What follows belongs to an exercise in optimizing a design on an open flow for small area, a short achievable clock period and few clock cycles; a production flow would make more cautious choices. The RTL was checked by simulation tests, not by an equivalence proof against the original design. Power is estimated from default activity; no workload was simulated.

== run A ==
==> flow/design.v (excerpt) <==
module trb_render (
    input  wire        clk,
    input  wire        rst,           
    input  wire        start,         
    input  wire [31:0] xscroll,       
    input  wire [31:0] yscroll,       
    input  wire        transp,        
    input  wire        sheet_valid,
    input  wire [31:0] sheet_dim,     
    output wire        busy,
    output reg         done,
    output wire        err,
    output wire [3:0]  errcode,
    output reg         tile_rd,
    output wire [11:0] tile_addr,
    input  wire [33:0] tile_rdata,    
    output reg         idx_rd,
    output reg  [11:0] idx_addr,
    input  wire [1:0]  idx_rdata,
    output reg         fb_we,
    output reg  [9:0]  fb_addr,
    output reg  [7:0]  fb_wdata
);
For scale: ~440 cells after synthesis, roughly 190 I/O pins, about 5700 sq um of cells after synthesis.
export LEC_CHECK = 0
export CAP_MARGIN = 20
export CORE_MARGIN = 2
export CORE_UTILIZATION = 40
export CTS_BUF_LIST = sky130_fd_sc_hd__clkbuf_4 sky130_fd_sc_hd__clkbuf_8
export CTS_CLUSTER_DIAMETER = 100
export CTS_CLUSTER_SIZE = 30
export SLEW_MARGIN = 20
create_clock -name core_clock -period 10.0 [get_ports {clk}]
standard.sh (not shown) runs the stock make flow with config.mk's settings and CLKGATE_MAP_FILE= SYNTH_SCRIPT=/design/flow/synth_recipe.tcl, a recipe that flattens the netlist after the stock synthesis.
==> flow/flow/run.sh <==
#!/bin/bash
set -euo pipefail
export BUFFER_PORTS_ARGS="-buffer_cell sky130_fd_sc_hd__buf_1"
export SETUP_SLACK_MARGIN=6.95
bash standard.sh > standard.log 2>&1
Both conditions hold for run A: the flow ran to the end and the final layout passed the timing, design-rule and antenna checks.
Testbench counts of run A, summed over its fixed seeds: cycles 62,952.
Here is what was changed in the inputs of run B compared with run A.
- removing CTS_CLUSTER_DIAMETER (formerly 100)
- removing CTS_CLUSTER_SIZE (formerly 30)
==> flow/flow/run.sh <==
#!/bin/bash
set -euo pipefail
export BUFFER_PORTS_ARGS="-buffer_cell sky130_fd_sc_hd__buf_1"
bash standard.sh > standard.log 2>&1
Results
Run B: all stages complete, timing, DRC and antenna checks passed
STATUS register-to-register slack: run B loses against run A
Compared with run A, in run B met2 wire length has decreased; routed wire length lower; fraction of the mapped netlist area in compound gates now sits at about the same level; fraction of standard cell area in multi-input logic up 0.54 points.
Run B against run A; upper clock frequency limit is down by a few percent.
The multi-input logic area on run A is in line with that on run B.
On worst hold-check slack, run A tracks run B almost exactly.
--- input diff run B..run C ---
- a deleted CTS_BUF_LIST that had been sky130_fd_sc_hd__clkbuf_4 sky130_fd_sc_hd__clkbuf_8
==> flow/flow/run.sh <==
#!/bin/bash
set -euo pipefail
export BUFFER_PORTS_ARGS="-buffer_cell sky130_fd_sc_hd__buf_1"
export SETUP_SLACK_MARGIN=6.95
export CTS_ARGS="-sink_clustering_enable -repair_clock_nets -sink_clustering_size 30 -sink_clustering_max_diameter 100 -sink_buffer_max_cap_derate 1.0 -buf_list sky130_fd_sc_hd__clkbuf_4\ sky130_fd_sc_hd__clkbuf_8"
bash standard.sh > standard.log 2>&1
Notes after the runs:
- Run C finished end to end and its layout was clean on timing, DRC and antenna.
- Against run B, run C comes in 2.29 ns lower on data arrival time of the critical path.
- Per the comparison of run C with run B, critical path depth lost 4; power density relative to cell area moved down; upper clock frequency limit decreased by about 1.3% relative to the old numbers.
- Post-synthesis sequential element count: run B vs run C identical
- Core utilization in run C is 3.0 points higher than in run B
- Run C reports its kind of critical path as reg -> out while run B reports in -> reg.
- When run C is set beside run B, its setup slack of the critical path after layout turns out to be 0.040 ns smaller.
- The higher sequential share of layout area of run B and run C is in run B.
- Run C against run B: final cell area excluding filler cells rose by 6.1%; wire length after detailed routing climbed about 3.7%; post-synthesis to final-layout area growth climbed 7.3 points.
## Diff of input files: run D against run C
- CTS_BUF_LIST newly set to sky130_fd_sc_hd__clkbuf_4 sky130_fd_sc_hd__clkbuf_8
==> flow/flow/run.sh <==
#!/bin/bash
set -euo pipefail
export BUFFER_PORTS_ARGS="-buffer_cell sky130_fd_sc_hd__buf_1"
export SETUP_SLACK_MARGIN=6.90
bash standard.sh > standard.log 2>&1
Notes after the runs:
- Count of sequential standard cells came out exactly the same in run C and run D.
- Changes observed in run D relative to run C: global routing usage summed across all routing layers went down 0.35 points, global routing usage on met2 shows a reduction of 0.72 points, final standard cell area without fillers went down.
- Run D vs run C: worst path arrival time down
- Sort run C and run D by power asc -> top: run D
Edits applied to the flow inputs when going from run D to run E:
- swapping sky130_fd_sc_hd__clkbuf_4 sky130_fd_sc_hd__clkbuf_8 for sky130_fd_sc_hd__clkbuf_8 sky130_fd_sc_hd__clkbuf_16 in CTS_BUF_LIST
- putting CTS_CLUSTER_SIZE at 40 where nothing was set
- putting CTS_CLUSTER_DIAMETER at 200 where nothing was set
==> flow/flow/run.sh <==
#!/bin/bash
set -euo pipefail
export BUFFER_PORTS_ARGS="-buffer_cell sky130_fd_sc_hd__buf_1"
export SETUP_SLACK_MARGIN=6.95
bash standard.sh > standard.log 2>&1
Results
- In the tables for run E and run D, clock period minus final worst setup slack reads higher with run D.
- The run with more setup slack is run E; run D has less.
- ~same final net count in run E and run D
- Relative to run D, signed area change from the synthesized netlist to the final layout increased by 3.6 points in run E.
- Status: multi-input combinational gate total parity (run D, run E)
- ~same number of non-filler instances in the completed layout in run E and run D
- Diff run D..run E | non-clock buffer area fraction after layout | negligible

========
Another version of the RTL of trb_render (not shown whole).
For scale: about 440 cells after synthesis, about 130 flip-flops, roughly 190 I/O pins, roughly 0.0057 mm² of cells after synthesis.
export LEC_CHECK = 0
export CAP_MARGIN = 20
export CORE_MARGIN = 2
export CORE_UTILIZATION = 40
export CTS_BUF_LIST = sky130_fd_sc_hd__clkbuf_4 sky130_fd_sc_hd__clkbuf_8
export SLEW_MARGIN = 20
create_clock -name core_clock -period 10.0 [get_ports {clk}]
==> flow/flow/run.sh <==
#!/bin/bash
set -euo pipefail
export BUFFER_PORTS_ARGS="-buffer_cell sky130_fd_sc_hd__buf_1"
bash standard.sh > standard.log 2>&1
Testbench counts at the start, summed over its fixed seeds: cycles 62,952.
==> next run, changes <==
--- a/flow/flow/run.sh
+++ b/flow/flow/run.sh
@@ -3,0 +4 @@
+export SETUP_SLACK_MARGIN=7.0
Routed wire length is higher by 4.9%.
Flip-flop and latch count does not change.
Combinational power increases by 20%.
Count of clock-buffer cells in the layout does not change.
Hold slack is about the same.
==> next run, changes <==
--- a/flow/flow/run.sh
+++ b/flow/flow/run.sh
@@ -4 +3,0 @@
-export SETUP_SLACK_MARGIN=7.0
- CTS_BUF_LIST: sky130_fd_sc_hd__clkbuf_4 sky130_fd_sc_hd__clkbuf_8 -> sky130_fd_sc_hd__clkbuf_2 sky130_fd_sc_hd__clkbuf_4
The new run completed without violations.
Clock skew went up by 11 ps.
Power falls by 15%.
Setup slack loses 600 ps.
First-iteration DRC count came out higher by 23%.
Non-clock buffer count decreases by 23.
Area after synthesis stays the same.
Hold slack gets better by 6.6 ps.
Cell area shrinks by 7.9%.
Fmax falls by 16%.
Critical path depth is unchanged.

========
job 7868:
Another version of the RTL of trb_render (not shown whole).
For scale: about 440 cells after synthesis, ~130 flip-flops, roughly 190 I/O pins, roughly 0.0055 mm2 of cells after synthesis.
==> flow/config.mk <==
export PLATFORM = sky130hd
export DESIGN_NAME = trb_render
export DESIGN_NICKNAME = trb_render
export VERILOG_FILES = /design/flow/design.v
export SDC_FILE = /design/flow/constraint.sdc
export NUM_CORES = 4
export LEC_CHECK = 0
export CAP_MARGIN = 20
export CORE_MARGIN = 2
export CORE_UTILIZATION = 40
export SLEW_MARGIN = 20
==> flow/constraint.sdc <==
create_clock -name core_clock -period 10.0 [get_ports {clk}]
set_input_delay 2.0000 -clock core_clock [delete_from_list [all_inputs] [get_ports {clk}]]
set_output_delay 2.0000 -clock core_clock [all_outputs]
set_load 0.01 [all_outputs]
==> flow/flow/run.sh <==
#!/bin/bash
set -euo pipefail
export BUFFER_PORTS_ARGS="-buffer_cell sky130_fd_sc_hd__buf_1"
export SETUP_SLACK_MARGIN=6.95
export CTS_ARGS="-sink_clustering_enable -repair_clock_nets -dont_use_dummy_load -sink_clustering_size 40 -sink_clustering_max_diameter 300 -sink_clustering_levels 1 -buf_list {sky130_fd_sc_hd__clkbuf_4 sky130_fd_sc_hd__clkbuf_8}"
bash standard.sh > standard.log 2>&1
Testbench counts of job 7868, summed over its fixed seeds: cycles 62,952.
The inputs of job 3366 differ from those of job 7868 as listed below.
==> flow/flow/run.sh <==
#!/bin/bash
set -euo pipefail
export BUFFER_PORTS_ARGS="-buffer_cell sky130_fd_sc_hd__buf_1"
export SETUP_SLACK_MARGIN=7.05
export CTS_ARGS="-sink_clustering_enable -repair_clock_nets -dont_use_dummy_load -buf_list {sky130_fd_sc_hd__clkbuf_4 sky130_fd_sc_hd__clkbuf_8}"
bash standard.sh > standard.log 2>&1
Results
Job 7868: all stages complete, timing, DRC and antenna checks passed
Job 3366 completed; timing, DRC and antenna clean
Combinational power, job 3366 and job 7868: larger value in job 3366
The lower global-route usage came out of job 7868.
Note that the starting DRC count in detailed routing recorded for job 3366 amounts to 0.48 times the value seen in job 7868.
Combined area of the multi-input logic cells: job 3366 vs job 7868 up about 2%
When the final numbers for job 3366 and job 7868 were put side by side, the layout overhead on the synthesized area turned out to be smaller in job 7868.
Worst slack at placement is higher on job 3366
Job 7868 -> job 3366: count of non-CTS buffers in the layout increased by a little under 10%
Compared to job 7868, job 3366 has proportion of power drawn by combinational gates 1.1 points higher.
Arrival time reported for the critical path endpoint: job 3366 > job 7868
Job 7868 tops out at a higher clock frequency than job 3366.
## Diff of input files: job 3975 against job 3366
==> flow/flow/run.sh <==
#!/bin/bash
set -euo pipefail
export BUFFER_PORTS_ARGS="-buffer_cell sky130_fd_sc_hd__buf_1"
export SETUP_SLACK_MARGIN=6.95
bash standard.sh > standard.log 2>&1
-- flow/config.mk --
<<< job 3366, line 9
export CORE_MARGIN = 2
export CORE_UTILIZATION = 40
export SLEW_MARGIN = 20
>>> job 3975, line 9
export CORE_MARGIN = 2
export CORE_UTILIZATION = 65
export CTS_BUF_LIST = sky130_fd_sc_hd__clkbuf_4 sky130_fd_sc_hd__clkbuf_8
export SLEW_MARGIN = 20
--- outcome ---
Job 3975: done, clean on timing, DRC and antenna
Job 3366: PASS, flow complete, no timing, DRC or antenna violations
On part of the power in combinational logic: between job 3366 and job 3975, it ends up higher for job 3366.
Taking job 3366 as the reference, in job 3975 net switching power moved up, chip width saw a decrease, footprint of the flip-flops and latches decreased 1.2%.

re-timing with driven ports:
The results above use ideal ports. As a check the final layouts listed here were re-extracted and re-timed, cells and wires unchanged. Step 1: set_driving_cell puts a clkbuf_16 on clk and a buf_2 on each other input, an assumption about the parent block. Step 2 also shifts input and output timing later by t, the mid clock arrival at the registers, as if the neighbouring blocks saw the same clock. Slacks: ideal / step 1 / step 2; pairs: ideal / step 1.
run | t (ns) | slack for setup (ns) | worst setup path at the end | worst slew at a driven data input, ns
run A | 0.476 | 6.965 / 6.928 / 6.572 | input to register | 0.07
run B | 0.476 | 6.856 / 6.866 / 6.390 | input to register | 0.07
run C | 0.619 | 6.815 / 6.780 / 6.538 | input to register | 0.06
run D | 0.476 | 6.940 / 6.904 / 6.573 | input to register | 0.07
run E | 0.454 | 6.992 / 6.951 / 6.703 | input to register | 0.07
the first run of note 2 | 0.468 | 6.333 / 6.333 / 6.333 | register to register | 0.04
the second run of note 2 | 0.467 | 6.925 / 6.925 / 6.652 | input to register | 0.07
the third run of note 2 | 0.549 | 6.321 / 6.321 / 6.321 | register to register | 0.05
job 7868 | 0.451 | 7.023 / 6.986 / 6.658 | input to register | 0.05
job 3366 | 0.461 | 6.977 / 6.940 / 6.705 | input to register | 0.05
job 3975 | 0.443 | 7.001 / 6.969 / 6.641 | input to register | 0.06
After both steps setup and hold are still met in every run listed. The setup slack of run B, which loses most, moves by +0.010 ns with the drivers and by -0.466 ns with both steps.
